This is an optimization exercise on Yosys and OpenROAD, whose aim is small area, a short achievable clock period and few clock cycles per item, not a production implementation.
Function was checked by simulation only, so behaviour that the tests miss may differ from the original.
No activity file was given, so power comes from the tool's default toggle rates.

Setup of run 1:
## upb_freq_codec
module upb_freq_codec (
    input             clk,
    input             rst,           
    input             in_valid,
    output            in_ready,
    input      [3:0]  in_op,         
    input             in_layout,     
    input      [31:0] in_freq,
    input      [31:0] in_fcint,
    input      [31:0] in_fcfrac,
    input      [15:0] in_dreg0,
    input      [15:0] in_dreg1,
    output            out_valid,
    output     [3:0]  out_fcause,    
    output     [31:0] out_freq,
    output     [7:0]  out_fcint,
    output     [23:0] out_fcfrac,
    output     [15:0] out_dreg0,
    output     [15:0] out_dreg1
);
==> flow/config.mk <==
export PLATFORM = sky130hd
export DESIGN_NAME = upb_freq_codec
export DESIGN_NICKNAME = upb_freq_codec
export VERILOG_FILES = /design/flow/design.v
export SDC_FILE = /design/flow/constraint.sdc
export NUM_CORES = 4
export LEC_CHECK = 0
export CAP_MARGIN = 10
export CORE_MARGIN = 2
export CORE_UTILIZATION = 55
export SLEW_MARGIN = 10
==> flow/constraint.sdc <==
create_clock -name core_clock -period 11.0 [get_ports {clk}]
set_input_delay 2.2000 -clock core_clock [delete_from_list [all_inputs] [get_ports {clk}]]
set_output_delay 2.2000 -clock core_clock [all_outputs]
set_load 0.01 [all_outputs]
standard.sh (not shown) runs the stock make flow with config.mk's settings and CLKGATE_MAP_FILE= SYNTH_SCRIPT=/design/flow/synth_recipe.tcl, a recipe that flattens the netlist after the stock synthesis.
==> flow/flow/run.sh <==
#!/bin/bash
# Standard ORFS layout (standard.sh), with the port buffers made of the smallest buffer
# and timing repair aiming below the clock period. Each step's output goes to its own log.
set -euo pipefail
export BUFFER_PORTS_ARGS="-buffer_cell sky130_fd_sc_hd__buf_1"
if [[ -f flow/margin.txt ]]; then export SETUP_SLACK_MARGIN=$(cat flow/margin.txt); fi
bash standard.sh synth > synth.log 2>&1
bash standard.sh floorplan > floorplan.log 2>&1
bash standard.sh place > place.log 2>&1
bash standard.sh cts > cts.log 2>&1
bash standard.sh route > route.log 2>&1
bash standard.sh finish > finish.log 2>&1
==> flow/flow/margin.txt <==
7.1
Both conditions hold for run 1: the flow ran to the end and the final layout passed the timing, DRC and antenna checks.
Testbench counts of run 1, summed over its fixed seeds: cycles 10,791, items 2,400.
Input-level comparison between run 2 and run 1:
==> flow/flow/margin.txt <==
7.2
--- a/flow/config.mk
+++ b/flow/config.mk
@@ -7,5 +7,5 @@
 export LEC_CHECK = 0
-export CAP_MARGIN = 10
+export CAP_MARGIN = 20
 export CORE_MARGIN = 2
-export CORE_UTILIZATION = 55
-export SLEW_MARGIN = 10
+export CORE_UTILIZATION = 50
+export SLEW_MARGIN = 20
--- outcome ---
Detailed placement HPWL: run 1 and run 2 compared, lower one is run 1. In run 2 the area of all placed cells without fillers turned out about 4% higher than in run 1. When the final numbers for run 1 and run 2 were put side by side, the final cell count turned out to be greater in run 2. Relative to run 1, the area after detailed placement measured on run 2 has increased slightly. The lower shortest period the worst path allows came out of run 2. The final layout from run 2, which completed every stage, passed the timing, DRC and antenna checks at the end of the flow. Summary of run 2 over run 1: total power climbed 3.3%, part of the power in the clock network closely matched the old numbers.
### run 2 -> run 3
==> flow/flow/margin.txt <==
7.0
--- a/flow/config.mk
+++ b/flow/config.mk
@@ -7,5 +7,5 @@
 export LEC_CHECK = 0
-export CAP_MARGIN = 20
+export CAP_MARGIN = 0
 export CORE_MARGIN = 2
-export CORE_UTILIZATION = 50
-export SLEW_MARGIN = 20
+export CORE_UTILIZATION = 55
+export SLEW_MARGIN = 0
==> comparison <==
Setup slack was higher in run 2 than in run 3. In run 3, share of cell area taken by multi-input logic gates is higher than in run 2. On run 3: die area is 0.0018 mm^2 lower than what run 2 gave. Final standard cell count with taps included and fillers excluded shrinks by a few percent when moving from run 2 to run 3.

---

upb_freq_codec, a different RTL version from the one above (not shown whole).
Size in the first run: ~240 I/O pins.
Design upb_freq_codec, start of the top module:
module upb_freq_codec (
    input             clk,
    input             rst,           
    input             in_valid,
    output            in_ready,
    input      [3:0]  in_op,         
    input             in_layout,     
    input      [31:0] in_freq,
    input      [31:0] in_fcint,
    input      [31:0] in_fcfrac,
    input      [15:0] in_dreg0,
    input      [15:0] in_dreg1,
    output            out_valid,
    output     [3:0]  out_fcause,    
    output     [31:0] out_freq,
    output     [7:0]  out_fcint,
    output     [23:0] out_fcfrac,
    output     [15:0] out_dreg0,
    output     [15:0] out_dreg1
);
    localparam [31:0] F_MIN = 32'd775_000_000;
    localparam [31:0] F_MAX = 32'd1_100_000_000;
    reg          busy;       
    reg          rdy;        
    reg          mode;       
    reg  [2:0]   cnt;
    reg  [18:0]  rem;        
    reg  [31:0]  S;          
    reg          ov;
    reg  [2:0]   fc;
    reg          f31;        
    assign in_ready = rdy;
    assign out_valid = ov;
    assign out_fcause = {1'b0, fc};
    wire hz = (in_op == 4'hB);
    wire rh = (in_op == 4'hC);
    wire st = (in_op == 4'hD);
    wire rs = (in_op == 4'hE);
    wire a_bad = (|in_fcint[31:6]) || (|in_fcfrac[31:19]);
    wire b_bad = (|in_fcint[31:8]) || (|in_fcfrac[31:24]);
  ...
export LEC_CHECK = 0
export CAP_MARGIN = 20
export CORE_MARGIN = 2
export CORE_UTILIZATION = 62
export SLEW_MARGIN = 20
create_clock -name core_clock -period 11.0 [get_ports {clk}]
==> flow/flow/margin.txt <==
7.0
Scripts as last shown in full above: flow/flow/run.sh
The starting point passed the timing, DRC and antenna checks.
Testbench counts at the start, summed over its fixed seeds: cycles 12,458, items 2,400.
Rerun with:
==> flow/flow/margin.txt (replaced) <==
6.7
- CORE_UTILIZATION: 62 -> 45
=>
- cell count goes up by 2.4%
- design area goes down by 3.8%
- setup slack is worse by 0.13 ns
- worst hold slack is worse by 0.015 ns
- total power goes down by 6.4%
- global-route usage goes down by 12 points
- clock power goes down by 9.1%
- utilization goes down by 23 points
- via count goes down by 6.8%
- die area goes up by 36%
Rerun with:
==> flow/flow/margin.txt (replaced) <==
7.3
- CORE_UTILIZATION: 45 -> 40
Outcome: The changed run completed with no timing, DRC or antenna violations. Hold slack is about the same. Global-route usage decreases by 2.6 points. Sequential cell count stays the same. Total power increases by roughly a tenth. Clock power barely changes. Count of clock-buffer cells in the layout increases by 1.
Rerun with:
==> flow/flow/margin.txt (replaced) <==
7.0
- CORE_UTILIZATION: 40 -> 55
Maximum frequency is lower by 3.5%.
Worst hold slack improved by 0.0073 ns.
Final cell count is lower by 8.5%.
Sequential share of layout area is higher by 1.1 points.
Non-clock buffer count is lower by 53.
First-iteration DRC count is higher by 15%.
Register-to-register slack got worse by 0.13 ns.

---

upb_freq_codec with an RTL version that a note above also has.
Size in the first run: about 97 flip-flops, about 240 I/O pins.
Settings: LEC_CHECK=0, CAP_MARGIN=20, CORE_MARGIN=2, CORE_UTILIZATION=55, SLEW_MARGIN=20, TNS_END_PERCENT=10; clock period 11.0 ns.
==> flow/flow/margin.txt <==
7.0
Scripts as last shown in full above: flow/flow/run.sh
Testbench counts at the start, summed over its fixed seeds: cycles 10,791, items 2,400.
Then changed:
==> flow/flow/margin.txt (replaced) <==
7.2
Settings changed: TNS_END_PERCENT 10 to 20.
=> Worst setup slack gains 0.12 ns; non-clock buffer count climbs by 19; fmax climbs by about 3.2%; via count climbs by about 2.7%.
Then changed:
==> flow/flow/margin.txt (replaced) <==
6.8
Settings changed: CORE_UTILIZATION 55 to 60, TNS_END_PERCENT 20 to default.
Effect:
- The new run finished clean
- setup slack got worse by 0.26 ns
- design area is lower by 5.3%
- area after synthesis stays the same
- combinational power goes down by 7.7%
- hold slack improves by 0.030 ns
- power fell by 4.0%
- sequential share of layout area rose by 0.97 points
- wire length drops by 5.6%
- maximum frequency decreases by 6.3%
Then changed:
==> flow/flow/margin.txt (replaced) <==
7.0
Settings changed: CORE_UTILIZATION 60 to 55.
What happened: Synthesized cell count does not change. Routed wire length rose by 2.5%. Core utilization fell by 4.2 points. Sequential power stays flat.

---

Setup of birch:
upb_freq_codec, a different RTL version from the one above (not shown whole).
Size in the first run: roughly 71 flip-flops, about 240 I/O pins.
clock: 11.0 ns
lec_check: 0
cap_margin: 20
core_margin: 2
core_utilization: 40
slew_margin: 20
==> flow/flow/margin.txt <==
7.5
Scripts as last shown in full above: flow/flow/run.sh
birch: flow completed, timing, DRC and antenna clean
Testbench counts of birch, summed over its fixed seeds: cycles 20,663, items 2,400.
Here is what was changed in the inputs of oak compared with birch.
removed: flow/flow/margin.txt
### Flow results
oak vs. birch: maximum frequency went down by 44 MHz, total power went down by 5.2%. Maximum number of pins on one net before global-route repair was lower in oak than in birch. The end of the critical path comes out md[18]$_DFF_P_ in one run and ov$_SDFF_PP0_ in the other, namely in oak and birch respectively.

---

upb_freq_codec, a different RTL version from the one above (not shown whole).
Size: roughly 1200 cells after synthesis, ~63 flip-flops, ~240 I/O pins.
clock: 11.0 ns
lec_check: 0
cap_margin: 20
core_margin: 2
core_utilization: 40
slew_margin: 20
==> flow/flow/margin.txt <==
7.3
Scripts as last shown in full above: flow/flow/run.sh
The first run went through all stages and came out clean.
Testbench counts at the start, summed over its fixed seeds: cycles 13,429, items 2,400.
Edit:
--- a/flow/config.mk
+++ b/flow/config.mk
@@ -9,3 +9,3 @@
 export CORE_MARGIN = 2
-export CORE_UTILIZATION = 40
+export CORE_UTILIZATION = 55
 export SLEW_MARGIN = 20
What happened: Worst setup slack is worse by 0.076 ns; wire length is lower by 7.6%; utilization is higher by 18 points; total power is lower by 5.2%; final area is lower by 2.1%; clock power is lower by about 17%; sequential power stays flat; die area is lower by about 27%.

---

RTL: one of the versions met above, not the one the previous note started from.
Size: ~1200 cells after synthesis, about 62 flip-flops, ~240 I/O pins, roughly 8600 um2 of cells after synthesis.
==> flow/config.mk <==
export PLATFORM = sky130hd
export DESIGN_NAME = upb_freq_codec
export DESIGN_NICKNAME = upb_freq_codec
export VERILOG_FILES = /design/flow/design.v
export SDC_FILE = /design/flow/constraint.sdc
export NUM_CORES = 4
export LEC_CHECK = 0
export CAP_MARGIN = 20
export CORE_MARGIN = 2
export CORE_UTILIZATION = 50
export SLEW_MARGIN = 20
==> flow/constraint.sdc <==
create_clock -name core_clock -period 11.0 [get_ports {clk}]
set_input_delay 2.2000 -clock core_clock [delete_from_list [all_inputs] [get_ports {clk}]]
set_output_delay 2.2000 -clock core_clock [all_outputs]
set_load 0.01 [all_outputs]
==> flow/flow/margin.txt <==
6.9
Scripts as last shown in full above: flow/flow/run.sh
Testbench counts at the start, summed over its fixed seeds: cycles 12,458, items 2,400.
Edit:
==> flow/flow/margin.txt (replaced) <==
7.0
CORE_UTILIZATION = 55   (was 50)
CTS_CLUSTER_DIAMETER = 150   (was unset)
CTS_CLUSTER_SIZE = 32   (was unset)
Worst setup slack improved by 150 ps.
Clock-buffer cell count rose by 1.
First-iteration DRC count rose by 13%.
Final area rose by 1.5%.
Die area fell by 8.8%.
Routed wire length fell by 1.7%.
Sequential power is about the same.
Edit:
==> flow/flow/margin.txt (replaced) <==
7.4
ABC_AREA = 1   (was unset)
CORE_UTILIZATION = 45   (was 55)
CTS_CLUSTER_DIAMETER = unset   (was 150)
CTS_CLUSTER_SIZE = unset   (was 32)
First-iteration DRC count went up by 19%.
Die area went up by 28%.
Total power went up by 6.8%.
Edit:
==> flow/flow/margin.txt (replaced) <==
7.1
ABC_AREA = unset   (was 1)
The new run completed with no timing, DRC or antenna violations.
Die area drops by a few percent.
Wire length came out lower by roughly a tenth.
Worst hold slack improves by 16 ps.
Sequential share of layout area is higher by 1.4 points.
Global-route usage fell by 3.4 points.
Maximum frequency came out lower by a few percent.
Clock power rises by a few percent.
Power fell by a few percent.

-- separate check: timing with driven ports --
The flow's constraints put no driver on any port. The routed layouts listed below were extracted and timed again, unchanged, in two steps. Step 1, drivers: a clkbuf_16 drives clk and a buf_2 each remaining input, both assumed. Step 2 adds t to the input delays and takes it off the output delays; t is the mean of the earliest and latest rising clock arrival at the registers after step 1. Input paths then give back, and output paths get back, about the clock's delay inside the block. a / b / c = ideal ports / drivers / drivers and shift; a / b = the first two.
| run | shift t [ns] | slack for setup (ns) | worst setup path after step 2 | worst register clock-pin slew, ns |
|---|---|---|---|---|
| run 1 | 0.392 | 7.120 / 7.120 / 6.801 | input to register | 0.08 / 0.08 |
| run 2 | 0.396 | 7.190 / 7.190 / 6.922 | input to register | 0.09 / 0.09 |
| run 3 | 0.396 | 7.140 / 7.140 / 6.784 | input to register | 0.08 / 0.08 |
| the first run of note 2 | 0.391 | 7.036 / 7.036 / 6.772 | input to register | 0.07 / 0.07 |
| the second run of note 2 | 0.395 | 6.908 / 6.908 / 6.577 | input to register | 0.06 / 0.06 |
| the third run of note 2 | 0.389 | 7.272 / 7.272 / 7.070 | input to register | 0.07 / 0.07 |
| the fourth run of note 2 | 0.389 | 7.138 / 7.138 / 6.817 | input to register | 0.07 / 0.07 |
| the first run of note 3 | 0.395 | 7.030 / 7.030 / 6.684 | input to register | 0.08 / 0.08 |
| the second run of note 3 | 0.404 | 7.153 / 7.153 / 6.910 | input to register | 0.09 / 0.09 |
| the third run of note 3 | 0.399 | 6.893 / 6.893 / 6.587 | input to register | 0.08 / 0.08 |
| the fourth run of note 3 | 0.396 | 7.140 / 7.140 / 6.784 | input to register | 0.08 / 0.08 |
| birch | 0.389 | 7.309 / 7.315 / 6.926 | input to register | 0.06 / 0.06 |
| oak | 0.393 | 6.593 / 6.604 / 6.211 | input to register | 0.07 / 0.07 |
| the first run of note 5 | 0.390 | 7.348 / 7.301 / 7.066 | input to register | 0.07 / 0.07 |
| the second run of note 5 | 0.386 | 7.272 / 7.272 / 6.991 | input to register | 0.06 / 0.06 |
| the first run of note 6 | 0.387 | 6.989 / 7.011 / 6.624 | input to register | 0.07 / 0.07 |
| the second run of note 6 | 0.389 | 7.138 / 7.138 / 6.817 | input to register | 0.07 / 0.07 |
| the third run of note 6 | 0.384 | 7.385 / 7.385 / 7.110 | input to register | 0.06 / 0.06 |
| the fourth run of note 6 | 0.403 | 7.205 / 7.205 / 6.855 | input to register | 0.07 / 0.07 |
After both steps setup and hold are still met in every run listed. For birch, which loses most, drivers alone change the setup slack by +0.006 ns; drivers and shift together by -0.383 ns.
